This design comes from an exercise in tuning for small area on the open sky130 flow, not from production work.
At most, simulation tests tie the RTL to the original design; equivalence was not proved.
Power and IR drop assume default switching activity.

==> juniper: inputs <==
Design hapcan_node, start of the top module:
module hapcan_node (
    input  wire        clk,
    input  wire        rst,
    input  wire        in_valid,
    input  wire        in_quiet,
    input  wire [7:0]  in_byte,
    output wire        in_ready,
    output wire        out_valid,
    output wire [7:0]  out_byte,
    input  wire        out_ready,
    output wire        diag_valid,
    output wire [3:0]  diag_code,
    output wire [23:0] diag_info
);
    wire        fr_rx_en, fr_clear, set_def;
    wire [7:0]  fr_sum;
    wire [4:0]  fr_len;
    wire        fr_hdr_ok, fr_trl_ok, fr_csum_ok;
    wire [15:0] rtype;
    wire        match_p01, match_p45, match_grp;
    wire        fr_restart, fr_data_en;
    wire        mem_we;
    wire [7:0]  mem_wr_data, mem_rd_data;
    hn_framer u_framer (
        .clk       (clk),
        .rst       (rst),
        .rx_en     (fr_rx_en),
        .rx_byte   (in_byte),
        .clear     (fr_clear),
        .sum       (fr_sum),
        .set_def   (set_def),
        .len       (fr_len),
        .hdr_ok    (fr_hdr_ok),
        .trl_ok    (fr_trl_ok),
        .csum_ok   (fr_csum_ok),
        .rtype     (rtype),
        .match_p01 (match_p01),
        .match_p45 (match_p45),
        .match_grp (match_grp),
        .restart   (fr_restart),
        .data_en   (fr_data_en)
    );
    hn_membank u_mem (
        .clk     (clk),
        .we      (mem_we),
        .wr_data (mem_wr_data),
        .rd_data (mem_rd_data)
    );
    hn_core u_core (
        .clk         (clk),
        .rst         (rst),
        .in_valid    (in_valid),
        .in_quiet    (in_quiet),
        .in_byte     (in_byte),
        .in_ready    (in_ready),
        .out_valid   (out_valid),
        .out_byte    (out_byte),
        .out_ready   (out_ready),
        .diag_valid  (diag_valid),
  ...
Settings: LEC_CHECK=0, CAP_MARGIN=20, CORE_MARGIN=2, CORE_UTILIZATION=70, CTS_CLUSTER_DIAMETER=50, CTS_CLUSTER_SIZE=24, PLACE_DENSITY=0.8, SLEW_MARGIN=20; clock period 15.0 ns.
run.sh (not shown) runs the stock make flow with config.mk's settings and CLKGATE_MAP_FILE= SYNTH_SCRIPT=/design/flow/synth_recipe.tcl, a recipe that flattens the netlist after the stock synthesis.
==> willow (differences from juniper) <==
--- a/flow/design.v
+++ b/flow/design.v
@@ -107,52 +107,47 @@
     localparam [3:0] D_CHECKSUM       = 4'd2;
     localparam [3:0] D_UNKNOWN_TYPE   = 4'd3;
     localparam [3:0] D_INVALID_FIELD  = 4'd4;
     localparam [3:0] D_UNHANDLED      = 4'd5;
     localparam [3:0] D_NO_PENDING     = 4'd6;
     localparam [3:0] D_OUT_OF_RANGE   = 4'd7;
     localparam [3:0] D_FLASH_PROGRAM  = 4'd8;
     localparam [3:0] D_ERASE_NOT_SUPP = 4'd9;
-    localparam [2:0] S_IDLE = 3'd0, S_CHK = 3'd1, S_OP = 3'd2, S_TX = 3'd3, S_LOADA = 3'd4;
+    localparam [1:0] S_IDLE = 2'd0, S_CHK = 2'd1, S_OP = 2'd2, S_TX = 2'd3;
     localparam [1:0] R_ADDR = 2'd0, R_DATA = 2'd1, R_ID = 2'd2, R_DEF = 2'd3;
-    reg [2:0]  state;
+    reg [1:0]  state;
     reg        init;        
     reg [6:0]  pos;         
     reg        run;         
     reg        ephase;      
     reg [3:0]  j;           
     reg [1:0]  rkind;
     reg        rnet;        
     reg        chunk2;      
     reg        pend_valid;
     reg [23:0] pend_addr;
     reg [1:0]  pend_cmd;    
-    reg [63:0] dring;       
-    wire [7:0] dtap = dring[7:0];
-    wire [7:0] p7   = dring[47:40];     
+    reg [63:0] dbuf;        
+    wire [7:0] dtop = dbuf[63:56];
+    wire [7:0] p7   = dbuf[23:16];
     wire [7:0] tap = mem_rd_data;
+    assign in_ready = (state == S_IDLE) && !init;
+    wire take  = in_valid && in_ready;
+    assign fr_rx_en = take && !in_quiet;
+    wire disp  = take && in_quiet && (fr_len != 5'd0);
+    assign fr_clear = disp;
     wire in_plain   = (pend_addr[23:5] == 19'd0);
     wire in_flash   = (pend_addr[23:6] == 18'h40);
     wire span_ok    = (in_plain && pend_addr[4:0] <= 5'd24) ||
                       (in_flash && pend_addr[5:0] <= 6'd56);
     wire [6:0] base  = in_flash ? {1'b0, pend_addr[5:0]} : {2'b10, pend_addr[4:0]};
     wire [6:0] start = ephase ? {1'b0, pend_addr[5:4], 4'd0} : base;
     wire active = run || (pos == start);
     wire wcmd   = (pend_cmd == 2'd2);
-    wire [2:0] aidx    = (state == S_IDLE) ? fr_len[2:0] : j[2:0];
-    wire       d_align = (pos[2:0] == base[2:0] + aidx + 3'd3);
-    wire       q_align = (pos[2:0] == base[2:0]);
-    wire data_pos = (fr_len >= 5'd5) && (fr_len <= 5'd12);
-    assign in_ready = (state == S_IDLE) && !init &&
-                      (in_quiet ? q_align : (!data_pos || d_align));
-    wire take  = in_valid && in_ready;
-    assign fr_rx_en = take && !in_quiet;
-    wire disp  = take && in_quiet && (fr_len != 5'd0);
-    assign fr_clear = disp;
     wire shape_ok = fr_hdr_ok && fr_trl_ok && (fr_len >= 5'd5);
     wire is_net   = (fr_len == 5'd15);
     wire cmd_ok   = (p7 == 8'h01) || (p7 == 8'h02) || (p7 == 8'h03);
     wire [7:0] tlo = rtype[7:0];
     reg        d_diag;
     reg [3:0]  d_code;
     reg [23:0] d_info;
     reg        d_addr;      
@@ -220,36 +215,36 @@
                     d_code = D_INVALID_FRAME; d_info = 24'd0;
                 end
             end
             default: begin d_diag = 1'b1; d_code = D_UNKNOWN_TYPE; end
             endcase
         end
     end
     wire chk_on  = (state == S_CHK) && active;
-    wire chk_bad = chk_on && ((dtap & ~tap) != 8'd0);
+    wire chk_bad = chk_on && ((dtop & ~tap) != 8'd0);
     wire op_on   = (state == S_OP) && active;
     wire op_wr   = op_on && (ephase || wcmd);
     assign mem_we      = init || op_wr;
-    assign mem_wr_data = (init || ephase) ? 8'hFF : dtap;
+    assign mem_wr_data = (init || ephase) ? 8'hFF : dtop;
     assign diag_valid = (disp && d_diag) || chk_bad;
     always @(*) begin
         if (state == S_CHK) begin
             diag_code = D_FLASH_PROGRAM;
             diag_info = {16'h0010, 2'b00, pos[5:0]};
         end else begin
             diag_code = d_code;
             diag_info = d_info;
         end
     end
-    wire       in_data = (j >= 4'd5) && (j <= 4'd12);
-    wire [2:0] di      = j[2:0] + 3'd3;
-    wire       ring_b  = !rkind[1] && in_data;
-    assign out_valid = (state == S_TX) && (!ring_b || (d_align && out_ready));
-    wire       take_o  = out_valid && out_ready;
+    wire [3:0] last    = rnet ? 4'd14 : 4'd12;
+    wire [3:0] d_first = rnet ? 4'd5 : 4'd3;
+    wire       in_data = (j >= d_first) && (j < d_first + 4'd8);
+    wire [2:0] di      = j[2:0] - d_first[2:0];
+    wire       take_o  = (state == S_TX) && out_ready;
     reg [1:0] idk;
     always @(*) begin
         case (tlo[7:4])
         4'h4, 4'h3: idk = 2'd0;
         4'h6, 4'h5: idk = 2'd1;
         4'hC, 4'hB: idk = 2'd2;
         default:    idk = 2'd3;
         endcase
@@ -294,43 +289,54 @@
             3'd0: id_byte = 8'h5D; 3'd1: id_byte = 8'h2C; 3'd2: id_byte = 8'h0A;
             3'd3: id_byte = 8'h3F; default: id_byte = 8'hFF;
             endcase
         endcase
     end
     reg [7:0] data_byte;
     always @(*) begin
         case (rkind)
-        R_ADDR: data_byte = (di == 3'd3 || di == 3'd4 || di == 3'd6 || di == 3'd7) ? 8'hFF : dtap;
-        R_DATA:  data_byte = dtap;
+        R_ADDR:  data_byte = (di == 3'd3 || di == 3'd4 || di == 3'd6 || di == 3'd7) ? 8'hFF : dtop;
+        R_DATA:  data_byte = dtop;
         R_ID:    data_byte = id_byte;
         default: data_byte = 8'hFF;
         endcase
     end
     always @(*) begin
-        case (j)
-        4'd0:    out_byte = 8'hAA;
-        4'd1:    out_byte = rtype[15:8];
-        4'd2:    out_byte = rtype[7:0] | 8'h01;
-        4'd3:    out_byte = set_def ? 8'h45 : 8'h05;
-        4'd4:    out_byte = set_def ? 8'h67 : 8'h02;
-        4'd13:   out_byte = fr_sum;
-        4'd14:   out_byte = 8'hA5;
-        default: out_byte = data_byte;
-        endcase
+        if (j == 4'd0)
+            out_byte = 8'hAA;
+        else if (j == 4'd1)
+            out_byte = rtype[15:8];
+        else if (j == 4'd2)
+            out_byte = rtype[7:0] | 8'h01;
+        else if (j == last)
+            out_byte = 8'hA5;
+        else if (j == last - 4'd1)
+            out_byte = fr_sum;
+        else if (in_data)
+            out_byte = data_byte;
+        else if (j == 4'd3)
+            out_byte = set_def ? 8'h45 : 8'h05;
+        else
+            out_byte = set_def ? 8'h67 : 8'h02;
     end
-    wire dr_in  = fr_data_en;
-    wire dr_cap = op_on && !ephase && !wcmd;
+    assign out_valid = (state == S_TX);
+    wire dshift = fr_data_en || (chk_on && !chk_bad) || (op_on && !ephase) ||
+                  (take_o && in_data);
+    wire [7:0] dnew = (state == S_IDLE) ? in_byte :
+                      (state == S_OP && !wcmd) ? tap : dtop;
     always @(posedge clk)
-        dring <= {(dr_in ? in_byte : dr_cap ? tap : dtap), dring[63:8]};
-    wire [7:0] addend = (state == S_IDLE) ? in_byte : out_byte;
-    wire       s_clr  = (state == S_IDLE) ? fr_restart : (j == 4'd0);
-    always @(posedge clk)
-        if (fr_rx_en || take_o)
-            fr_sum <= s_clr ? 8'd0 : fr_sum + addend;
+        if (dshift)
+            dbuf <= {dbuf[55:0], dnew};
+    always @(posedge clk) begin
+        if (fr_rx_en)
+            fr_sum <= fr_restart ? 8'd0 : fr_sum + in_byte;
+        else if (take_o)
+            fr_sum <= (j == 4'd0) ? 8'd0 : fr_sum + out_byte;
+    end
     always @(posedge clk) begin
         if (rst) begin
             state      <= S_IDLE;
             init       <= 1'b1;
             pos        <= 7'd0;
             run        <= 1'b0;
             set_def    <= 1'b0;
             pend_valid <= 1'b0;
@@ -343,16 +349,19 @@
             S_IDLE: begin
                 j      <= 4'd0;
                 run    <= 1'b0;
                 chunk2 <= 1'b0;
                 if (disp) begin
                     rnet   <= is_net;
                     ephase <= (pend_cmd == 2'd3);
                     if (d_addr) begin
+                        pend_valid <= 1'b1;
+                        pend_addr  <= dbuf[63:40];
+                        pend_cmd   <= p7[1:0];
                         rkind      <= R_ADDR;
                         state      <= S_TX;
                     end
                     if (d_op) begin
                         rkind <= R_DATA;
                         state <= (wcmd && in_flash) ? S_CHK : S_OP;
                     end
                     if (d_id) begin
@@ -391,38 +400,27 @@
                     end else if (j == 4'd7) begin
                         run   <= 1'b0;
                         j     <= 4'd0;
                         state <= S_TX;
                     end
                 end
             end
             S_TX: begin
-                if (take_o) begin
-                    j <= (j == 4'd2 && !rnet) ? 4'd5 : j + 4'd1;
-                    if (j == 4'd14) begin
+                if (out_ready) begin
+                    j <= j + 4'd1;
+                    if (j == last) begin
                         j <= 4'd0;
                         if (rkind == R_ID && idk == 2'd3 && !chunk2)
                             chunk2 <= 1'b1;
-                        else if (rkind == R_ADDR)
-                            state <= S_LOADA;
                         else
                             state <= S_IDLE;
                     end
                 end
             end
-            S_LOADA: begin
-                if (q_align) begin
-                    pend_valid <= 1'b1;
-                    pend_addr  <= {dring[7:0], dring[15:8], dring[23:16]};
-                    pend_cmd   <= p7[1:0];
-                    state      <= S_IDLE;
-                end
-            end
-            default: state <= S_IDLE;
             endcase
         end
     end
 endmodule
 module hapcan_node (
     input  wire        clk,
     input  wire        rst,
     input  wire        in_valid,
==> flow/config.mk (replaced) <==
export PLATFORM = sky130hd
export DESIGN_NAME = hapcan_node
export DESIGN_NICKNAME = hapcan_node
export VERILOG_FILES = /design/flow/design.v
export SDC_FILE = /design/flow/constraint.sdc
export NUM_CORES = 4
export LEC_CHECK = 0
export CAP_MARGIN = 20
export CORE_MARGIN = 2
export CORE_UTILIZATION = 40
export SLEW_MARGIN = 20
==> pepper (differences from juniper) <==
--- a/flow/design.v
+++ b/flow/design.v
@@ -107,52 +107,47 @@
     localparam [3:0] D_CHECKSUM       = 4'd2;
     localparam [3:0] D_UNKNOWN_TYPE   = 4'd3;
     localparam [3:0] D_INVALID_FIELD  = 4'd4;
     localparam [3:0] D_UNHANDLED      = 4'd5;
     localparam [3:0] D_NO_PENDING     = 4'd6;
     localparam [3:0] D_OUT_OF_RANGE   = 4'd7;
     localparam [3:0] D_FLASH_PROGRAM  = 4'd8;
     localparam [3:0] D_ERASE_NOT_SUPP = 4'd9;
-    localparam [2:0] S_IDLE = 3'd0, S_CHK = 3'd1, S_OP = 3'd2, S_TX = 3'd3, S_LOADA = 3'd4;
+    localparam [1:0] S_IDLE = 2'd0, S_CHK = 2'd1, S_OP = 2'd2, S_TX = 2'd3;
     localparam [1:0] R_ADDR = 2'd0, R_DATA = 2'd1, R_ID = 2'd2, R_DEF = 2'd3;
-    reg [2:0]  state;
+    reg [1:0]  state;
     reg        init;        
     reg [6:0]  pos;         
     reg        run;         
     reg        ephase;      
     reg [3:0]  j;           
     reg [1:0]  rkind;
     reg        rnet;        
     reg        chunk2;      
     reg        pend_valid;
     reg [23:0] pend_addr;
     reg [1:0]  pend_cmd;    
-    reg [63:0] dring;       
-    wire [7:0] dtap = dring[7:0];
-    wire [7:0] p7   = dring[47:40];     
+    reg [63:0] dbuf;        
+    wire [7:0] dtop = dbuf[63:56];
+    wire [7:0] p7   = dbuf[23:16];
     wire [7:0] tap = mem_rd_data;
+    assign in_ready = (state == S_IDLE) && !init;
+    wire take  = in_valid && in_ready;
+    assign fr_rx_en = take && !in_quiet;
+    wire disp  = take && in_quiet && (fr_len != 5'd0);
+    assign fr_clear = disp;
     wire in_plain   = (pend_addr[23:5] == 19'd0);
     wire in_flash   = (pend_addr[23:6] == 18'h40);
     wire span_ok    = (in_plain && pend_addr[4:0] <= 5'd24) ||
                       (in_flash && pend_addr[5:0] <= 6'd56);
     wire [6:0] base  = in_flash ? {1'b0, pend_addr[5:0]} : {2'b10, pend_addr[4:0]};
     wire [6:0] start = ephase ? {1'b0, pend_addr[5:4], 4'd0} : base;
     wire active = run || (pos == start);
     wire wcmd   = (pend_cmd == 2'd2);
-    wire [2:0] aidx    = (state == S_IDLE) ? fr_len[2:0] : j[2:0];
-    wire       d_align = (pos[2:0] == base[2:0] + aidx + 3'd3);
-    wire       q_align = (pos[2:0] == base[2:0]);
-    wire data_pos = (fr_len >= 5'd5) && (fr_len <= 5'd12);
-    assign in_ready = (state == S_IDLE) && !init &&
-                      (in_quiet ? q_align : (!data_pos || d_align));
-    wire take  = in_valid && in_ready;
-    assign fr_rx_en = take && !in_quiet;
-    wire disp  = take && in_quiet && (fr_len != 5'd0);
-    assign fr_clear = disp;
     wire shape_ok = fr_hdr_ok && fr_trl_ok && (fr_len >= 5'd5);
     wire is_net   = (fr_len == 5'd15);
     wire cmd_ok   = (p7 == 8'h01) || (p7 == 8'h02) || (p7 == 8'h03);
     wire [7:0] tlo = rtype[7:0];
     reg        d_diag;
     reg [3:0]  d_code;
     reg [23:0] d_info;
     reg        d_addr;      
@@ -220,36 +215,34 @@
                     d_code = D_INVALID_FRAME; d_info = 24'd0;
                 end
             end
             default: begin d_diag = 1'b1; d_code = D_UNKNOWN_TYPE; end
             endcase
         end
     end
     wire chk_on  = (state == S_CHK) && active;
-    wire chk_bad = chk_on && ((dtap & ~tap) != 8'd0);
+    wire chk_bad = chk_on && ((dtop & ~tap) != 8'd0);
     wire op_on   = (state == S_OP) && active;
     wire op_wr   = op_on && (ephase || wcmd);
     assign mem_we      = init || op_wr;
-    assign mem_wr_data = (init || ephase) ? 8'hFF : dtap;
+    assign mem_wr_data = (init || ephase) ? 8'hFF : dtop;
     assign diag_valid = (disp && d_diag) || chk_bad;
     always @(*) begin
         if (state == S_CHK) begin
             diag_code = D_FLASH_PROGRAM;
             diag_info = {16'h0010, 2'b00, pos[5:0]};
         end else begin
             diag_code = d_code;
             diag_info = d_info;
         end
     end
     wire       in_data = (j >= 4'd5) && (j <= 4'd12);
     wire [2:0] di      = j[2:0] + 3'd3;
-    wire       ring_b  = !rkind[1] && in_data;
-    assign out_valid = (state == S_TX) && (!ring_b || (d_align && out_ready));
-    wire       take_o  = out_valid && out_ready;
+    wire       take_o  = (state == S_TX) && out_ready;
     reg [1:0] idk;
     always @(*) begin
         case (tlo[7:4])
         4'h4, 4'h3: idk = 2'd0;
         4'h6, 4'h5: idk = 2'd1;
         4'hC, 4'hB: idk = 2'd2;
         default:    idk = 2'd3;
         endcase
@@ -294,38 +287,42 @@
             3'd0: id_byte = 8'h5D; 3'd1: id_byte = 8'h2C; 3'd2: id_byte = 8'h0A;
             3'd3: id_byte = 8'h3F; default: id_byte = 8'hFF;
             endcase
         endcase
     end
     reg [7:0] data_byte;
     always @(*) begin
         case (rkind)
-        R_ADDR: data_byte = (di == 3'd3 || di == 3'd4 || di == 3'd6 || di == 3'd7) ? 8'hFF : dtap;
-        R_DATA:  data_byte = dtap;
+        R_ADDR:  data_byte = (di == 3'd3 || di == 3'd4 || di == 3'd6 || di == 3'd7) ? 8'hFF : dtop;
+        R_DATA:  data_byte = dtop;
         R_ID:    data_byte = id_byte;
         default: data_byte = 8'hFF;
         endcase
     end
     always @(*) begin
         case (j)
         4'd0:    out_byte = 8'hAA;
         4'd1:    out_byte = rtype[15:8];
         4'd2:    out_byte = rtype[7:0] | 8'h01;
         4'd3:    out_byte = set_def ? 8'h45 : 8'h05;
         4'd4:    out_byte = set_def ? 8'h67 : 8'h02;
         4'd13:   out_byte = fr_sum;
         4'd14:   out_byte = 8'hA5;
         default: out_byte = data_byte;
         endcase
     end
-    wire dr_in  = fr_data_en;
-    wire dr_cap = op_on && !ephase && !wcmd;
+    assign out_valid = (state == S_TX);
+    wire dshift = fr_data_en || (chk_on && !chk_bad) || (op_on && !ephase) ||
+                  (take_o && in_data);
+    wire [7:0] dnew = (state == S_IDLE) ? in_byte :
+                      (state == S_OP && !wcmd) ? tap : dtop;
     always @(posedge clk)
-        dring <= {(dr_in ? in_byte : dr_cap ? tap : dtap), dring[63:8]};
+        if (dshift)
+            dbuf <= {dbuf[55:0], dnew};
     wire [7:0] addend = (state == S_IDLE) ? in_byte : out_byte;
     wire       s_clr  = (state == S_IDLE) ? fr_restart : (j == 4'd0);
     always @(posedge clk)
         if (fr_rx_en || take_o)
             fr_sum <= s_clr ? 8'd0 : fr_sum + addend;
     always @(posedge clk) begin
         if (rst) begin
             state      <= S_IDLE;
@@ -343,16 +340,19 @@
             S_IDLE: begin
                 j      <= 4'd0;
                 run    <= 1'b0;
                 chunk2 <= 1'b0;
                 if (disp) begin
                     rnet   <= is_net;
                     ephase <= (pend_cmd == 2'd3);
                     if (d_addr) begin
+                        pend_valid <= 1'b1;
+                        pend_addr  <= dbuf[63:40];
+                        pend_cmd   <= p7[1:0];
                         rkind      <= R_ADDR;
                         state      <= S_TX;
                     end
                     if (d_op) begin
                         rkind <= R_DATA;
                         state <= (wcmd && in_flash) ? S_CHK : S_OP;
                     end
                     if (d_id) begin
@@ -391,38 +391,27 @@
                     end else if (j == 4'd7) begin
                         run   <= 1'b0;
                         j     <= 4'd0;
                         state <= S_TX;
                     end
                 end
             end
             S_TX: begin
-                if (take_o) begin
+                if (out_ready) begin
                     j <= (j == 4'd2 && !rnet) ? 4'd5 : j + 4'd1;
                     if (j == 4'd14) begin
                         j <= 4'd0;
                         if (rkind == R_ID && idk == 2'd3 && !chunk2)
                             chunk2 <= 1'b1;
-                        else if (rkind == R_ADDR)
-                            state <= S_LOADA;
                         else
                             state <= S_IDLE;
                     end
                 end
             end
-            S_LOADA: begin
-                if (q_align) begin
-                    pend_valid <= 1'b1;
-                    pend_addr  <= {dring[7:0], dring[15:8], dring[23:16]};
-                    pend_cmd   <= p7[1:0];
-                    state      <= S_IDLE;
-                end
-            end
-            default: state <= S_IDLE;
             endcase
         end
     end
 endmodule
 module hapcan_node (
     input  wire        clk,
     input  wire        rst,
     input  wire        in_valid,
==> flow/flow/run.sh (new file) <==
#!/bin/bash
# Layout flow: the standard ORFS flow, with two changes in how the
# layout is made:
#  * ports are buffered with sky130_fd_sc_hd__buf_1 instead of the default
#    (larger) buffer cell;
#  * clock tree synthesis uses larger sink clusters and no dummy loads.
# Each tool's output is in the ORFS logs (orfs/logs/...) and in flow.log.
set -euo pipefail
export BUFFER_PORTS_ARGS="-buffer_cell sky130_fd_sc_hd__buf_1"
export CTS_ARGS="-sink_clustering_enable -repair_clock_nets -sink_clustering_size 30 -sink_clustering_max_diameter 60 -dont_use_dummy_load"
bash standard.sh > flow.log 2>&1
==> flow/standard.sh (new file) <==
#!/bin/bash
# synth_recipe.tcl (not shown) runs the flow's synth.tcl, then flattens the netlist and writes it again
# the make line also repeats each setting of config.mk as NAME=value (left out here)
make -C /OpenROAD-flow-scripts/flow DESIGN_CONFIG=/design/flow/config.mk WORK_HOME=/design/flow/orfs CLKGATE_MAP_FILE= SYNTH_SCRIPT=/design/flow/synth_recipe.tcl "${@:-finish}"
==> flow/config.mk (replaced) <==
export PLATFORM = sky130hd
export DESIGN_NAME = hapcan_node
export DESIGN_NICKNAME = hapcan_node
export VERILOG_FILES = /design/flow/design.v
export SDC_FILE = /design/flow/constraint.sdc
export NUM_CORES = 4
export LEC_CHECK = 0
export CAP_MARGIN = 20
export CORE_MARGIN = 2
export CORE_UTILIZATION = 70
export PLACE_DENSITY = 0.8
export SLEW_MARGIN = 20
removed: flow/run.sh
==> notes.md <==
Of juniper and pepper, juniper has the higher flip-flop and latch count (gap 1). Against pepper, the via count of willow is smaller by 5.2%. pepper passed the timing, DRC and antenna checks. juniper finished clean. willow finished clean. The lowest final cell count belongs to pepper, the highest to willow. Against willow, the die area of juniper is smaller by 44%. Against pepper, the area after synthesis of willow is higher by 1.0%.
==> figures <==
metric	juniper	willow	pepper
Proportion of cell area occupied by multi-input gates	0.166	0.158	0.162
Relative slew slack	0.215	0.419	0.247
Final estimated routing congestion in global placement	0.957	0.908	0.913
Part of the Yosys area used for sequential elements	0.802	0.804	0.812
Met2 global-route usage	0.544	0.232	0.503
Reg2Reg Capture Point	u_core.fr_sum[6]$_SDFFCE_PP0P_	u_core.fr_sum[7]$_DFFE_PP_	u_core.fr_sum[7]$_SDFFCE_PP0P_
Sw Pwr	0.847 mW	0.883 mW	0.732 mW
Fin worst setup slack	6.73 ns	6.99 ns	8.01 ns
Number of buffers created by CTS	50	81	41
Run status	complete, no violations	complete, no violations	complete, no violations
Met3 track utilization from global routing	0.0842	0.0268	0.0624
Total clock sinks	919	918	918
Function not checked in juniper and pepper: the RTL went through the layout flow alone.

-- afterwards: timing with drivers on the ports --
No port has a modelled driver above. Below, the same layouts with a new extraction and two added sets of constraints. Step 1: set_driving_cell puts a clkbuf_16 on clk and a buf_2 on each other input, an assumption about the parent block. Step 2 adds t to the input delays and takes it off the output delays; t is the mean of the earliest and latest rising clock arrival at the registers after step 1. Input paths then give back, and output paths get back, about the clock's delay inside the block. Slacks: no drivers / after step 1 / after step 2; pairs: no drivers / after step 1.
| run | t (ns) | setup slack, ns | worst hold slack (ns) | latest minus earliest clock arrival (ns) | worst register clock-pin slew, ns |
|---|---|---|---|---|---|
| juniper | 0.663 | 6.728 / 6.708 / 6.708 | 0.312 / 0.312 / 0.312 | 0.034 / 0.033 | 0.11 / 0.11 |
| willow | 0.663 | 6.988 / 6.936 / 6.992 | 0.307 / 0.307 / 0.307 | 0.036 / 0.036 | 0.06 / 0.06 |
| pepper | 0.629 | 8.015 / 7.956 / 8.200 | 0.282 / 0.282 / 0.282 | 0.083 / 0.083 | 0.12 / 0.12 |
After both steps setup and hold are still met in every run listed. For juniper, which loses most, drivers alone change the setup slack by -0.020 ns; drivers and shift together by -0.020 ns.
